This is an optimization exercise on Yosys and OpenROAD, whose aim is small area, not a production implementation. The RTL was checked by simulation tests, not by an equivalence proof against the original design. No activity file was given, so power comes from the tool's default toggle rates.

**flow/config.mk**
```make
export PLATFORM = sky130hd
export DESIGN_NAME = cpusim_core
export DESIGN_NICKNAME = cpusim_core
export VERILOG_FILES = /design/flow/design.v
export SDC_FILE = /design/flow/constraint.sdc
export NUM_CORES = 4
export LEC_CHECK = 0
export CAP_MARGIN = 20
export CORE_MARGIN = 2
export CORE_UTILIZATION = 40
export SLEW_MARGIN = 20
```
**flow/constraint.sdc**
```tcl
create_clock -name core_clock -period 10.0 [get_ports {clk}]
set_input_delay 2.0000 -clock core_clock [delete_from_list [all_inputs] [get_ports {clk}]]
set_output_delay 2.0000 -clock core_clock [all_outputs]
set_load 0.01 [all_outputs]
```
**flow/design.v**
```verilog
module cpusim_alu (
    input  wire [15:0] x,
    input  wire [15:0] y,
    input  wire        zx,    
    input  wire        nx,    
    input  wire        zy,    
    input  wire        ny,    
    input  wire        f,     
    input  wire        no,    
    output wire [15:0] out,
    output wire        is_neg,
    output wire        is_zero
);
    wire [15:0] x_z = zx ? 16'h0000 : x;
    wire [15:0] x_c = nx ? ~x_z : x_z;
    wire [15:0] y_z = zy ? 16'h0000 : y;
    wire [15:0] y_c = ny ? ~y_z : y_z;
    wire [15:0] sum = x_c + y_c;    
    wire [15:0] con = x_c & y_c;
    wire [15:0] res = f ? sum : con;
    assign out     = no ? ~res : res;
    assign is_neg  = out[15];
    assign is_zero = (out[14:0] == 15'd0);
endmodule
module cpusim_core (
    input  wire        clk,
    input  wire        rst,         
    output wire [15:0] mem_addr,
    output wire        mem_re,
    output wire        mem_we,
    output wire [15:0] mem_wdata,
    input  wire [15:0] mem_rdata
);
    localparam [1:0] PH_FETCH   = 2'd0;    
    localparam [1:0] PH_ADVANCE = 2'd1;    
    localparam [1:0] PH_EXECUTE = 2'd2;    
    localparam [2:0] OP_STORE  = 3'b000;
    localparam [2:0] OP_LOAD   = 3'b001;
    localparam [2:0] OP_SETLOW = 3'b010;   
    localparam [2:0] OP_SETTOP = 3'b011;   
    localparam [2:0] OP_COPY   = 3'b100;
    localparam [2:0] OP_ALU    = 3'b101;
    reg [1:0] phase;
    reg [15:0] r0;    
    reg [15:0] r1;    
    reg [15:0] r2;    
    reg [15:0] r3;    
    reg [15:0] r4;    
    reg [15:0] r5;    
    reg [15:0] r6;    
    reg [15:0] r7;    
    function [15:0] read_reg;
        input [2:0] code;
        begin
            case (code)
                3'd0: read_reg = r0;
                3'd1: read_reg = r1;
                3'd2: read_reg = r2;
                3'd3: read_reg = r3;
                3'd4: read_reg = r4;
                3'd5: read_reg = r5;
                3'd6: read_reg = r6;
                default: read_reg = r7;
            endcase
        end
    endfunction
    wire [2:0] op       = r1[2:0];
    wire [7:0] imm8     = r1[10:3];
    wire [2:0] copy_dst = r1[8:6];
    wire [2:0] copy_src = r1[5:3];
    wire [1:0] cond     = r1[13:12];    
    wire [2:0] jump_reg = r1[5:3];
    wire [15:0] alu_out;
    wire        alu_neg;
    wire        alu_zero;
    cpusim_alu u_alu (
        .x       (r2),
        .y       (r3),
        .zx      (r1[11]),
        .nx      (r1[10]),
        .zy      (r1[9]),
        .ny      (r1[8]),
        .f       (r1[7]),
        .no      (r1[6]),
        .out     (alu_out),
        .is_neg  (alu_neg),
        .is_zero (alu_zero)
    );
    wire        jump_taken  = (jump_reg != 3'd0) && (cond[1] == alu_zero) && (cond[0] == alu_neg);
    wire [15:0] jump_target = (jump_reg == 3'd4) ? alu_out : read_reg(jump_reg);
    wire [15:0] copy_value  = read_reg(copy_src);
    wire executing = (phase == PH_EXECUTE);
    assign mem_re    = (phase == PH_FETCH) || (executing && op == OP_LOAD);
    assign mem_we    = executing && op == OP_STORE;
    assign mem_addr  = executing ? r5 : r0;
    assign mem_wdata = r7;
    always @(posedge clk) begin
        if (rst) begin
            phase <= PH_FETCH;
            r0 <= 16'h0000;
            r1 <= 16'h0000;
            r2 <= 16'h0000;
            r3 <= 16'h0000;
            r4 <= 16'h0000;
            r5 <= 16'h0000;
            r6 <= 16'h0000;
            r7 <= 16'h0000;
        end else begin
            case (phase)
                PH_FETCH: begin
                    r1    <= mem_rdata;
                    phase <= PH_ADVANCE;
                end
                PH_ADVANCE: begin
                    r0    <= r0 + 16'd1;
                    phase <= PH_EXECUTE;
                end
                PH_EXECUTE: begin
                    phase <= PH_FETCH;
                    case (op)
                        OP_LOAD:   r6 <= mem_rdata;
                        OP_SETLOW: r7[15:8] <= imm8;
                        OP_SETTOP: r7[7:0]  <= imm8;
                        OP_COPY: begin
                            case (copy_dst)
                                3'd0: r0 <= copy_value;
                                3'd2: r2 <= copy_value;
                                3'd3: r3 <= copy_value;
                                3'd4: r4 <= copy_value;
                                3'd5: r5 <= copy_value;
                                3'd6: r6 <= copy_value;
                                3'd7: r7 <= copy_value;
                                default: ;
                            endcase
                        end
                        OP_ALU: begin
                            r4 <= alu_out;
                            if (jump_taken)
                                r0 <= jump_target;
                        end
                        default: ;    
                    endcase
                end
                default: phase <= PH_FETCH;
            endcase
        end
    end
endmodule
```
**flow/run.sh**
```bash
#!/bin/bash
# synth_recipe.tcl (not shown) runs the flow's synth.tcl, then flattens the netlist and writes it again
# the make line also repeats each setting of config.mk as NAME=value (left out here)
make -C /OpenROAD-flow-scripts/flow DESIGN_CONFIG=/design/flow/config.mk WORK_HOME=/design/flow/orfs CLKGATE_MAP_FILE= SYNTH_SCRIPT=/design/flow/synth_recipe.tcl finish
```
==> key figures <==
Outcome
  – Status: complete, no violations

Clock network
  – CTS tree: done
  – Clock Tree Buf Depth: 2
  – Root buffer cell: clkbuf_16
  – Post-CTS setup buffers: 0
  – CTS Buf Count: 17
  – Htree depth: 4
  – CTS resizes: 0
  – Sink Count: 130
  – Hold_buf cts: 0
  – CTS clk-pin slew, worst paths: 0.07 ns
  – Clock Latency Late Sink: 0.44 ns

Global route
  – Met2 usage: 43.7%
  – GR peak layer: met2
  – Grt total ovfl: 0
  – First-pass GRT wire length: 53800 µm
  – Number of global-route vias before repair: 8741
  – Grt met3 use: 5.84%
  – Initial antenna violation count: 0
  – GRT Util Overall: between 20 and 30%
  – Largest net degree at the start of global routing: 71
  – GR Util met1: 40.8%

Logic synthesis
  – Sequential area share after synthesis: 28.0%
  – Post-synth EDFFs: 0
  – Library cells used by synthesis: 73
  – Post-synthesis compound-gate area fraction: 25.6%
  – Ys Warns: 1
  – Synth top area share: between 20% and 30%
  – Mux cell area share after synthesis: 8.93%
  – Synth cell count leaders: nand2_1 (180), nor2_1 (153), dfxtp_1 (130)
  – Cell area after synthesis: 9290 µm²
  – XOR/XNOR Fraction of Synth Area: 4.02%
  – Avg Synthesized Cell Area: approximately 7.5 µm²
  – Yosys reg bits: 130
  – Largest family of logic cells by synthesized area: simple AND/OR/NAND/NOR gates
  – Most used DFF post-synth: dfxtp_1
  – Top-count cell post-synth: nand2_1
  – Adder-Cell Fraction of Synth Area: 2.91%
  – Synth Instances: 1239
  – Synth Area in Simple Gates: 26.1%
  – Syn Nets: between 1000 and 1500
  – Synth area leader: dfxtp_1
  – Top cells by area, synth: dfxtp_1 (28%), nand2_1 (7.3%), nor2_1 (6.2%), a21oi_1 (5.7%), mux2i_1 (5.2%)
  – Async SR Flop Fraction: 0%

Power
  – Peak supply drop: 0.123 mV
  – Power Density: 145 nW/µm²
  – Pwr Total: 1530 µW
  – Leakage: ~0.0037 µW

Finish
  – Diodes inserted: 0
  – Layout Cells excl Fill: 1530
  – Area growth syn-to-layout: 13.7%
  – Layout cells sized above 1: 9.32%
  – Final-stage net count: 1271

Critical path
  – WP depth: 14
  – Largest delay share family, worst path: compound AO/OA/AOI/OAI gates
  – Critical register-to-register path startpoint: r1[8]
  – Reg2reg setup slack: between 5 and 6 ns
  – Critical path origin: r1[8]
  – Buffers & Inverters on Critical Path: 1
  – Critical R2R Capture: r0[9]
  – CP required: 10.33 ns
  – Worst path cell trace: buf_4, xnor2_1, ha_1, fa_1, a21o_1, a221oi_2, o211ai_1, and4_4, or3_4, and4b_1, a311oi_2, o311ai_4, nand2_4, a32o_1
  – Kind of end point of the critical path: flop
  – Type of origin of the critical path: flop
  – Critical path's largest stage delay: 0.59 ns
  – Slowest-stage cell, CP: dfxtp_1
  – CP arrival: 4.97 ns
  – CP Capture Point: r0[9]
  – Crit-path max FO: 16
  – Crit path kind: flop to flop
  – Cell depth of the worst flop-to-flop path: 14

Timing
  – Setup tns final: 0 ns
  – Slew Limit Fails: 0
  – Final setup viols: 0
  – Clock period minus worst slack: between 4 and 5 ns
  – Maximum clock rate: 216 MHz
  – Clock Skew: between 0.01 and 0.015 ns
  – Period utilization: 46.4%
  – Hold Fails Final Rpt: 0
  – RSZ-0062 raised after global routing: false
  – Worst-Margin Slew: between 1 and 1.5 ns
  – Max_slew headroom: 27.8%

Floorplan
  – Core area: approximately 23000 µm²
  – Die height: 156 µm
  – Die W: 156 µm
  – Initial Util: about two fifths
  – Die ar.: 24400 µm²
  – Num ports: 52
  – Row count: 55

Drt
  – Total wire length: 35500 µm
  – Antenna-violating nets left: 0
  – Vias: 9640
  – Drt wl/cell: ~23 µm
  – DRT iter0 DRCs: roughly 1300
  – Drt pass-1 iters: 7
  – Remaining DRCs: 0
  – Vias per cell: 6.30

Placement
  – Placed insts: between 1000 and 1500
  – DP HPWL: 25900 µm
  – IO Port Bufs: 51
  – Placer Congestion: 0.971

Min path
  – Hold Path Class: flop to flop

Flow run
  – Max_cap viols: 0
flip-flops by register name (all words and copies together) (netlist names):
signal,cells
phase,2
r5,16
r6,16
r2,16
r4,16
r1,16
r0,16
r3,16
r7,16
per-stage QoR:
step                      setup WS, ns  area [µm²]  hold slack (ns)  util (%)
after floorplan                   5.59        9290            0.443         -
final                             5.36       10600            0.470      46.5
after detailed placement          5.43        9940            0.460      43.8
after CTS                         5.41       10600            0.468      46.5
after global routing              5.10       10600            0.486      46.5
after global placement            5.50        9940            0.456      43.8
layout make-up:
class                   count  area [µm²]
well taps                 285         357
inverters                  10        37.5
fillers                  2319       12200
clock inverters            14         179
multi-input cells        1002        6290
flip-flops and latches    130        2600
clock buffers              18         429
repair buffers             71         658
report_power, final:
group	leakage, µW	internal [µW]	switching [µW]	total [µW]
clock network	0.000293	396	264	660
registers	0.00105	529	22.0	551
logic	0.00237	113	207	320
total	0.00371	1040	494	1530
routing by layer:
layer	wire length, µm	part of all wire, %	up-vias
li1	-	-	4482
met1	15500	44	4589
met2	15200	43	487
met3	3230	9.1	82
met4	1650	4.6	0
met5	0	0	-
layout by cell type, fill, tap and decap left out, types with 8 or more instances in the layout:
cell	synthesis	layout
nand2_1	180	180
nor2_1	153	152
dfxtp_1	130	129
a21oi_1	106	106
o21ai_0	52	51
nand2b_1	50	50
clkdlybuf4s50_1	0	50
mux2i_1	48	48
xnor2_1	40	40
a311oi_1	39	39
mux2_2	31	31
nand3_1	23	23
a31oi_1	22	22
nor2b_1	21	21
buf_4	1	21
ha_1	20	19
clkbuf_16	0	17
o211ai_1	16	16
nor3_1	16	15
and3_1	14	14
a21o_1	11	11
and2_1	11	11
o221ai_1	10	10
inv_1	9	9
or2_2	9	9
a221oi_2	8	8
worst min-delay path by stage:
stage               slack (ns)     end  cells after the start   start
floorplan                 0.44  r2[11]                      2  r2[11]
global placement          0.46   r2[8]                      2   r2[8]
detailed placement        0.46   r2[2]                      2   r2[2]
CTS                       0.47   r2[2]                      2   r2[2]
global route              0.49   r4[2]                      2   r4[2]
finish                    0.47   r2[2]                      2   r2[2]
worst reg2reg max path, delay by kind of cell (launching register included):
kind | cells | cell delay [ns]
adder cells (fa/ha/maj) | 2 | 0.70
AND/OR/NAND/NOR | 4 | 1.10
flip-flops | 1 | 0.59
XOR/XNOR | 1 | 0.12
AO/OA/AOI/OAI | 6 | 1.70
buffers and inverters | 1 | 0.35
cell families after synthesis:
logic type | count (synthesis)
fa+ha+maj | 21
xor+xnor | 41
buf+inv | 107
simple gates | 519
compound gates | 342
flops | 130
mux | 79

separate check: timing with driven ports:
No port has a modelled driver above. Below, the same layout with a new extraction and two added sets of constraints. Step 1 (the two cells are an assumption about what drives the block):
set clk [get_ports {clk}]
set_driving_cell -lib_cell sky130_fd_sc_hd__clkbuf_16 $clk
set_driving_cell -lib_cell sky130_fd_sc_hd__buf_2 [delete_from_list [all_inputs] $clk]
Step 2 adds t to the input delays and takes it off the output delays; t is the mean of the earliest and latest rising clock arrival at the registers after step 1. Input paths then give back, and output paths get back, about the clock's delay inside the block. Three values: no drivers, after step 1, after step 2; two values: the first two.
t, ns: 0.480
slack for setup (ns): 5.363 / 5.357 / 5.363
worst setup path after step 2: register to register
clock arrival spread, ns: 0.012 / 0.012
slew at the worst register clock pin (ns): 0.07 / 0.07
After both steps setup and hold are still met in this run. The setup slack of this run moves by -0.006 ns with the drivers and by 0.000 ns with both steps.
